This is an optimization exercise on Yosys and OpenROAD, whose aim is a short achievable clock period, not a production implementation. At most, simulation tests tie the RTL to the original design; equivalence was not proved. Power is estimated from default activity; no workload was simulated.

==> 08-02: inputs <==
==> flow/design.v <==
module td4_core (
    input  wire       clk,
    input  wire       rst,           
    input  wire       prog_we,
    input  wire [3:0] prog_addr,
    input  wire [7:0] prog_wdata,
    input  wire       start,
    input  wire [4:0] prog_size,     
    input  wire [3:0] in_data,
    output reg        in_rd,
    output reg  [3:0] out_data,
    output reg        out_we,
    output reg        running,
    output reg        halted,
    output reg        aborted,
    output reg  [7:0] err_byte,
    output reg  [3:0] err_pc,
    output reg  [3:0] reg_a,
    output reg  [3:0] reg_b,
    output reg        carry,
    output reg  [4:0] pc
);
    localparam FW = 4;
    localparam WW = 8 + FW;
    function [FW-1:0] predecode(input [7:0] b);
        reg [3:0] o;
        begin
            o = b[7:4];
            predecode = {(o == 4'h2) || (o == 4'h6),
                         (o == 4'h8) || (o == 4'hA) || (o == 4'hC) || (o == 4'hD),
                         (o == 4'hE),
                         (o == 4'hF)};
        end
    endfunction
    reg [WW-1:0] mem [0:15];    
    reg [4:0]    size;
    reg [7:0]    ir;        
    reg [FW-1:0] irf;       
    reg [15:0]   pc_oh;     
    reg [3:0]    pc1;       
    integer k;
    wire [WW-1:0] w_new = {predecode(prog_wdata), prog_wdata};
    always @(posedge clk) begin
        if (prog_we)
            mem[prog_addr] <= w_new;
    end
    wire [3:0] op  = ir[7:4];
    wire [3:0] imm = ir[3:0];
    wire f_jmp   = irf[0];
    wire f_jnc   = irf[1];
    wire illegal = irf[2];
    wire take = f_jmp || (f_jnc && !carry);    
    wire stay = f_jnc && carry;                
    wire inc  = !take && !stay;                
    wire [4:0] pc_inc = pc + 5'd1;
    wire [4:0] pc_tgt = {1'b0, imm};
    wire h_inc  = (pc_inc >= size);
    wire h_tgt  = (pc_tgt >= size);
    wire h_stay = (pc >= size);
    wire h_next = take ? h_tgt : (stay ? h_stay : h_inc);
    wire [4:0] next_pc = take ? pc_tgt : (stay ? pc : pc_inc);
    reg [15:0] imm_oh;
    always @(*) begin
        for (k = 0; k < 16; k = k + 1)
            imm_oh[k] = (imm == k);
    end
    wire [15:0] oh_inc = {pc_oh[14:0], pc_oh[15]};
    wire [15:0] fa = ({16{take}} & imm_oh) | ({16{stay}} & pc_oh) |
                     ({16{inc}} & oh_inc);
    reg [WW-1:0] w_run;
    always @(*) begin
        w_run = {WW{1'b0}};
        for (k = 0; k < 16; k = k + 1)
            w_run = w_run | ({WW{fa[k]}} & mem[k]);
    end
    wire hit_tgt  = (prog_addr == imm);
    wire hit_stay = (prog_addr == pc[3:0]);
    wire hit_inc  = (prog_addr == pc1);
    wire hit_run  = prog_we && ((take && hit_tgt) || (stay && hit_stay) ||
                                (inc && hit_inc));
    wire [WW-1:0] fetch_run = hit_run ? w_new : w_run;
    wire size_nz = |prog_size;
    wire hit_st  = prog_we && (prog_addr == 4'd0);
    wire [WW-1:0] fetch_st = !size_nz ? {WW{1'b0}} :
                             hit_st   ? w_new : mem[0];
    wire [WW-1:0] fetch = start ? fetch_st : fetch_run;
    wire [3:0] pa = reg_a ^ imm, ga = reg_a & imm;
    wire [3:0] pb = reg_b ^ imm, gb = reg_b & imm;
    wire [4:0] ca, cb;
    assign ca[0] = 1'b0;
    assign ca[1] = ga[0];
    assign ca[2] = ga[1] | (pa[1] & ga[0]);
    assign ca[3] = ga[2] | (pa[2] & ga[1]) | (pa[2] & pa[1] & ga[0]);
    assign ca[4] = ga[3] | (pa[3] & ga[2]) | (pa[3] & pa[2] & ga[1]) |
                   (pa[3] & pa[2] & pa[1] & ga[0]);
    assign cb[0] = 1'b0;
    assign cb[1] = gb[0];
    assign cb[2] = gb[1] | (pb[1] & gb[0]);
    assign cb[3] = gb[2] | (pb[2] & gb[1]) | (pb[2] & pb[1] & gb[0]);
    assign cb[4] = gb[3] | (pb[3] & gb[2]) | (pb[3] & pb[2] & gb[1]) |
                   (pb[3] & pb[2] & pb[1] & gb[0]);
    wire [3:0] sum_a = pa ^ ca[3:0];
    wire [3:0] sum_b = pb ^ cb[3:0];
    reg [3:0] next_a;
    reg [3:0] next_b;
    reg       next_c;
    reg       do_out;
    reg [3:0] out_val;
    always @(*) begin
        next_a  = reg_a;
        next_b  = reg_b;
        next_c  = 1'b0;
        do_out  = 1'b0;
        out_val = out_data;
        case (op)
            4'h3: next_a = imm;
            4'h7: next_b = imm;
            4'h4: next_b = reg_a;
            4'h1: next_a = reg_b;
            4'h0: begin
                next_a = sum_a;
                next_c = ca[4];
            end
            4'h5: begin
                next_b = sum_b;
                next_c = cb[4];
            end
            4'h2: next_a = in_data;
            4'h6: next_b = in_data;
            4'h9: begin
                do_out  = 1'b1;
                out_val = reg_b;
            end
            4'hB: begin
                do_out  = 1'b1;
                out_val = imm;
            end
            default: ;
        endcase
    end
    reg run_next;
    always @(*) begin
        if (rst)
            run_next = 1'b0;
        else if (start)
            run_next = 1'b1;
        else
            run_next = running && !illegal && !h_next;
    end
    always @(posedge clk) begin
        running <= run_next;
        in_rd   <= run_next && fetch[8+3];
        if (rst) begin
            halted   <= 1'b0;
            aborted  <= 1'b0;
            size     <= 5'd0;
            reg_a    <= 4'd0;
            reg_b    <= 4'd0;
            carry    <= 1'b0;
            pc       <= 5'd0;
            out_data <= 4'd0;
            out_we   <= 1'b0;
            err_byte <= 8'd0;
            err_pc   <= 4'd0;
        end else if (start) begin
            halted   <= 1'b0;
            aborted  <= 1'b0;
            size     <= prog_size;
            reg_a    <= 4'd0;
            reg_b    <= 4'd0;
            carry    <= 1'b0;
            pc       <= 5'd0;
            out_we   <= 1'b0;
            err_byte <= 8'd0;
            err_pc   <= 4'd0;
        end else if (running) begin
            if (illegal) begin
                aborted  <= 1'b1;
                err_byte <= ir;
                err_pc   <= pc[3:0];
                out_we   <= 1'b0;
            end else begin
                reg_a    <= next_a;
                reg_b    <= next_b;
                carry    <= next_c;
                pc       <= next_pc;
                out_data <= out_val;
                out_we   <= do_out;
                if (h_next)
                    halted <= 1'b1;
            end
        end else begin
            out_we <= 1'b0;
        end
    end
    always @(posedge clk) begin
        {irf, ir} <= fetch;
        if (start) begin
            pc_oh <= 16'd1;
            pc1   <= 4'd1;
        end else begin
            pc_oh <= fa;
            pc1   <= next_pc[3:0] + 4'd1;
        end
    end
endmodule
==> flow/run.sh <==
#!/bin/bash
# synth_recipe.tcl (not shown) runs the flow's synth.tcl, then flattens the netlist and writes it again
# the make line also repeats each setting of config.mk as NAME=value (left out here)
make -C /OpenROAD-flow-scripts/flow DESIGN_CONFIG=/design/flow/config.mk WORK_HOME=/design/flow/orfs CLKGATE_MAP_FILE= SYNTH_SCRIPT=/design/flow/synth_recipe.tcl finish
==> flow/config.mk <==
export PLATFORM = sky130hd
export DESIGN_NAME = td4_core
export DESIGN_NICKNAME = td4_core
export VERILOG_FILES = /design/flow/design.v
export SDC_FILE = /design/flow/constraint.sdc
export NUM_CORES = 4
export LEC_CHECK = 0
export ABC_CLOCK_PERIOD_IN_PS = 1500
export CAP_MARGIN = 20
export CORE_MARGIN = 2
export CORE_UTILIZATION = 35
export SETUP_SLACK_MARGIN = 2.5
export SLEW_MARGIN = 20
export TNS_END_PERCENT = 100
==> flow/constraint.sdc <==
create_clock -name core_clock -period 4.5 [get_ports {clk}]
set_input_delay 0.9000 -clock core_clock [delete_from_list [all_inputs] [get_ports {clk}]]
set_output_delay 0.9000 -clock core_clock [all_outputs]
set_load 0.01 [all_outputs]
==> inputs of 06-01, as changes to 08-02 <==
==> flow/design.v, changed modules only <==
module td4_core (
    input  wire       clk,
    input  wire       rst,           
    input  wire       prog_we,
    input  wire [3:0] prog_addr,
    input  wire [7:0] prog_wdata,
    input  wire       start,
    input  wire [4:0] prog_size,     
    input  wire [3:0] in_data,
    output wire       in_rd,
    output reg  [3:0] out_data,
    output reg        out_we,
    output reg        running,
    output reg        halted,
    output reg        aborted,
    output reg  [7:0] err_byte,
    output reg  [3:0] err_pc,
    output reg  [3:0] reg_a,
    output reg  [3:0] reg_b,
    output reg        carry,
    output reg  [4:0] pc
);
    reg [7:0]  mem [0:15];
    reg [4:0]  size;
    reg [7:0]  ir;        
    reg [15:0] pc_oh;     
    integer k;
    always @(posedge clk) begin
        if (prog_we)
            mem[prog_addr] <= prog_wdata;
    end
    wire [3:0] op  = ir[7:4];
    wire [3:0] imm = ir[3:0];
    wire illegal = (op == 4'h8) || (op == 4'hA) || (op == 4'hC) || (op == 4'hD);
    wire is_jmp  = (op == 4'hF);
    wire is_jnc  = (op == 4'hE);
    wire take    = is_jmp || (is_jnc && !carry);    
    wire stay    = is_jnc && carry;                 
    assign in_rd = running && !ir[7] && ir[5] && !ir[4];    
    wire [4:0] pc_inc = pc + 5'd1;
    wire [4:0] pc_tgt = {1'b0, imm};
    wire h_inc  = (pc_inc >= size);
    wire h_tgt  = (pc_tgt >= size);
    wire h_stay = (pc >= size);
    wire h_next = take ? h_tgt : (stay ? h_stay : h_inc);
    wire [4:0] next_pc = take ? pc_tgt : (stay ? pc : pc_inc);
    reg [7:0] byte_inc;
    reg [7:0] byte_tgt;
    always @(*) begin
        byte_inc = 8'h00;
        for (k = 0; k < 16; k = k + 1)
            byte_inc = byte_inc | ({8{pc_oh[k]}} & mem[(k + 1) % 16]);
    end
    always @(*) byte_tgt = mem[imm];
    wire [7:0] byte_run = take ? byte_tgt : (stay ? ir : byte_inc);
    wire [3:0] tgt_lo   = next_pc[3:0];
    wire       hit_run  = prog_we && (prog_addr == tgt_lo);
    wire [7:0] fetch_run = hit_run ? prog_wdata : byte_run;
    wire       size_nz  = |prog_size;
    wire       hit_st   = prog_we && (prog_addr == 4'd0);
    wire [7:0] fetch_st = size_nz ? (hit_st ? prog_wdata : mem[0]) : 8'h00;
    wire [15:0] oh_tgt = 16'd1 << imm;
    wire [15:0] oh_inc = {pc_oh[14:0], pc_oh[15]};
    wire [4:0] sum_a = {1'b0, reg_a} + {1'b0, imm};
    wire [4:0] sum_b = {1'b0, reg_b} + {1'b0, imm};
    reg [3:0] next_a;
    reg [3:0] next_b;
    reg       next_c;
    reg       do_out;
    reg [3:0] out_val;
    always @(*) begin
        next_a  = reg_a;
        next_b  = reg_b;
        next_c  = 1'b0;
        do_out  = 1'b0;
        out_val = out_data;
        case (op)
            4'h3: next_a = imm;
            4'h7: next_b = imm;
            4'h4: next_b = reg_a;
            4'h1: next_a = reg_b;
            4'h0: begin
                next_a = sum_a[3:0];
                next_c = sum_a[4];
            end
            4'h5: begin
                next_b = sum_b[3:0];
                next_c = sum_b[4];
            end
            4'h2: next_a = in_data;
            4'h6: next_b = in_data;
            4'h9: begin
                do_out  = 1'b1;
                out_val = reg_b;
            end
            4'hB: begin
                do_out  = 1'b1;
                out_val = imm;
            end
            default: ;
        endcase
    end
    wire exec = running && !illegal;
    always @(posedge clk) begin
        if (rst) begin
            running  <= 1'b0;
            halted   <= 1'b0;
            aborted  <= 1'b0;
            size     <= 5'd0;
            reg_a    <= 4'd0;
            reg_b    <= 4'd0;
            carry    <= 1'b0;
            pc       <= 5'd0;
            out_data <= 4'd0;
            out_we   <= 1'b0;
            err_byte <= 8'd0;
            err_pc   <= 4'd0;
        end else if (start) begin
            running  <= 1'b1;
            halted   <= 1'b0;
            aborted  <= 1'b0;
            size     <= prog_size;
            reg_a    <= 4'd0;
            reg_b    <= 4'd0;
            carry    <= 1'b0;
            pc       <= 5'd0;
            out_we   <= 1'b0;
            err_byte <= 8'd0;
            err_pc   <= 4'd0;
        end else if (running) begin
            if (illegal) begin
                running  <= 1'b0;
                aborted  <= 1'b1;
                err_byte <= ir;
                err_pc   <= pc[3:0];
                out_we   <= 1'b0;
            end else begin
                reg_a    <= next_a;
                reg_b    <= next_b;
                carry    <= next_c;
                pc       <= next_pc;
                out_data <= out_val;
                out_we   <= do_out;
                if (h_next) begin
                    running <= 1'b0;
                    halted  <= 1'b1;
                end
            end
        end else begin
            out_we <= 1'b0;
        end
    end
    always @(posedge clk) begin
        if (start) begin
            ir    <= fetch_st;
            pc_oh <= 16'd1;
        end else begin
            ir    <= fetch_run;
            pc_oh <= take ? oh_tgt : (stay ? pc_oh : oh_inc);
        end
    end
endmodule
--- a/flow/config.mk
+++ b/flow/config.mk
@@ -10,4 +10,4 @@
 export CORE_MARGIN = 2
-export CORE_UTILIZATION = 35
-export SETUP_SLACK_MARGIN = 2.5
+export CORE_UTILIZATION = 55
+export SETUP_SLACK_MARGIN = 3.0
 export SLEW_MARGIN = 20
==> notes <==
Of 08-02 and 06-01, 08-02 has the higher register-to-register slack (gap 0.30 ns). Count of clock-buffer cells in the layout: 06-01 is lower than 08-02 (21). Worst setup slack: 08-02 is higher than 06-01 (0.30 ns). Between 08-02 and 06-01, the lower design area is in 06-01 (gap about 6%, measured against 06-01). Of 06-01 and 08-02, 08-02 has the higher clock power (gap 36%, measured against 08-02). Against 08-02, the global-route usage of 06-01 is higher by 15 points. Critical path depth: 06-01 is higher than 08-02 (2). Against 08-02, the sequential power of 06-01 is lower by about 20%. Between 06-01 and 08-02, the lower combinational power is in 06-01 (gap 9.3%, measured against 08-02). In 08-02 the non-clock buffer count is lower than in 06-01, by 34.
==> figures <==
quantity                                                                         08-02                      06-01
Post-synth EDFFs                                                                   192                        136
Amount of wire on met3 after detailed routing                                  2588 µm                    3408 µm
Net count after synthesis                                                          864                        834
Worst-skew pair later-pin latency                                              0.55 ns                    0.44 ns
Crit path max-delay cell type                                   sky130_fd_sc_hd__or4_4  sky130_fd_sc_hd__edfxtp_1
Met1 wire length                                                              13580 µm                   12110 µm
Total of flip-flops plus latches after synthesis                                   263                        195
Switch share                                                                    0.3124                     0.3527
CTS H-tree depth                                                                     1                          4
TritonCTS sink count                                                               263                        195
Source of the worst hold timing path                                         err_pc[1]                err_byte[6]
Seq cells                                                                          263                        195
Number of buffers created by CTS                                                    27                         17
Stages on worst setup path                                                           9                         11
Maximum count of clock buffers along a single path                                   3                          2
Portion of the post-synthesis area used by sequential elements                  0.6640                     0.5466
Status                                                                  finished clean             finished clean
Combinational group power                                                      2.48 mW                    2.25 mW
Non-clk invs                                                                        18                          9
Seq group                                                                      2.96 mW                    2.36 mW
Detail-routed net length per standard cell                                    23.26 µm                   28.52 µm
GRT Resource Usage Total                                                        0.1960                     0.3502
Only the layout flow was run in 08-02; the RTL was not checked for function there.

## what the ideal ports hide
How much do the figures lean on ideal ports? The routed layouts below were timed once more, with nothing changed but the port constraints. Step 1 (the two cells are an assumption about what drives the block):
set clk [get_ports {clk}]
set_driving_cell -lib_cell sky130_fd_sc_hd__clkbuf_16 $clk
set_driving_cell -lib_cell sky130_fd_sc_hd__buf_2 [delete_from_list [all_inputs] $clk]
Step 2 moves the port delays by t, midway between the first and last clock arrival at a register: inputs arrive t later, outputs are due t later. That takes back most of the time a late clock gives input paths. Slacks: no drivers / after step 1 / after step 2; pairs: no drivers / after step 1.
run | t (ns) | slack for setup (ns) | hold slack, ns | clock arrival spread, ns | cell pins on the clock port's net
08-02 | 0.591 | 2.140 / 2.140 / 1.743 | 0.452 / 0.452 / 0.452 | 0.023 / 0.023 | 1
06-01 | 0.482 | 1.837 / 1.837 / 1.527 | 0.462 / 0.462 / 0.462 | 0.013 / 0.013 | 1
After both steps every run listed still meets setup and hold. For 08-02, which loses most, drivers alone change the setup slack by 0.000 ns; drivers and shift together by -0.397 ns.
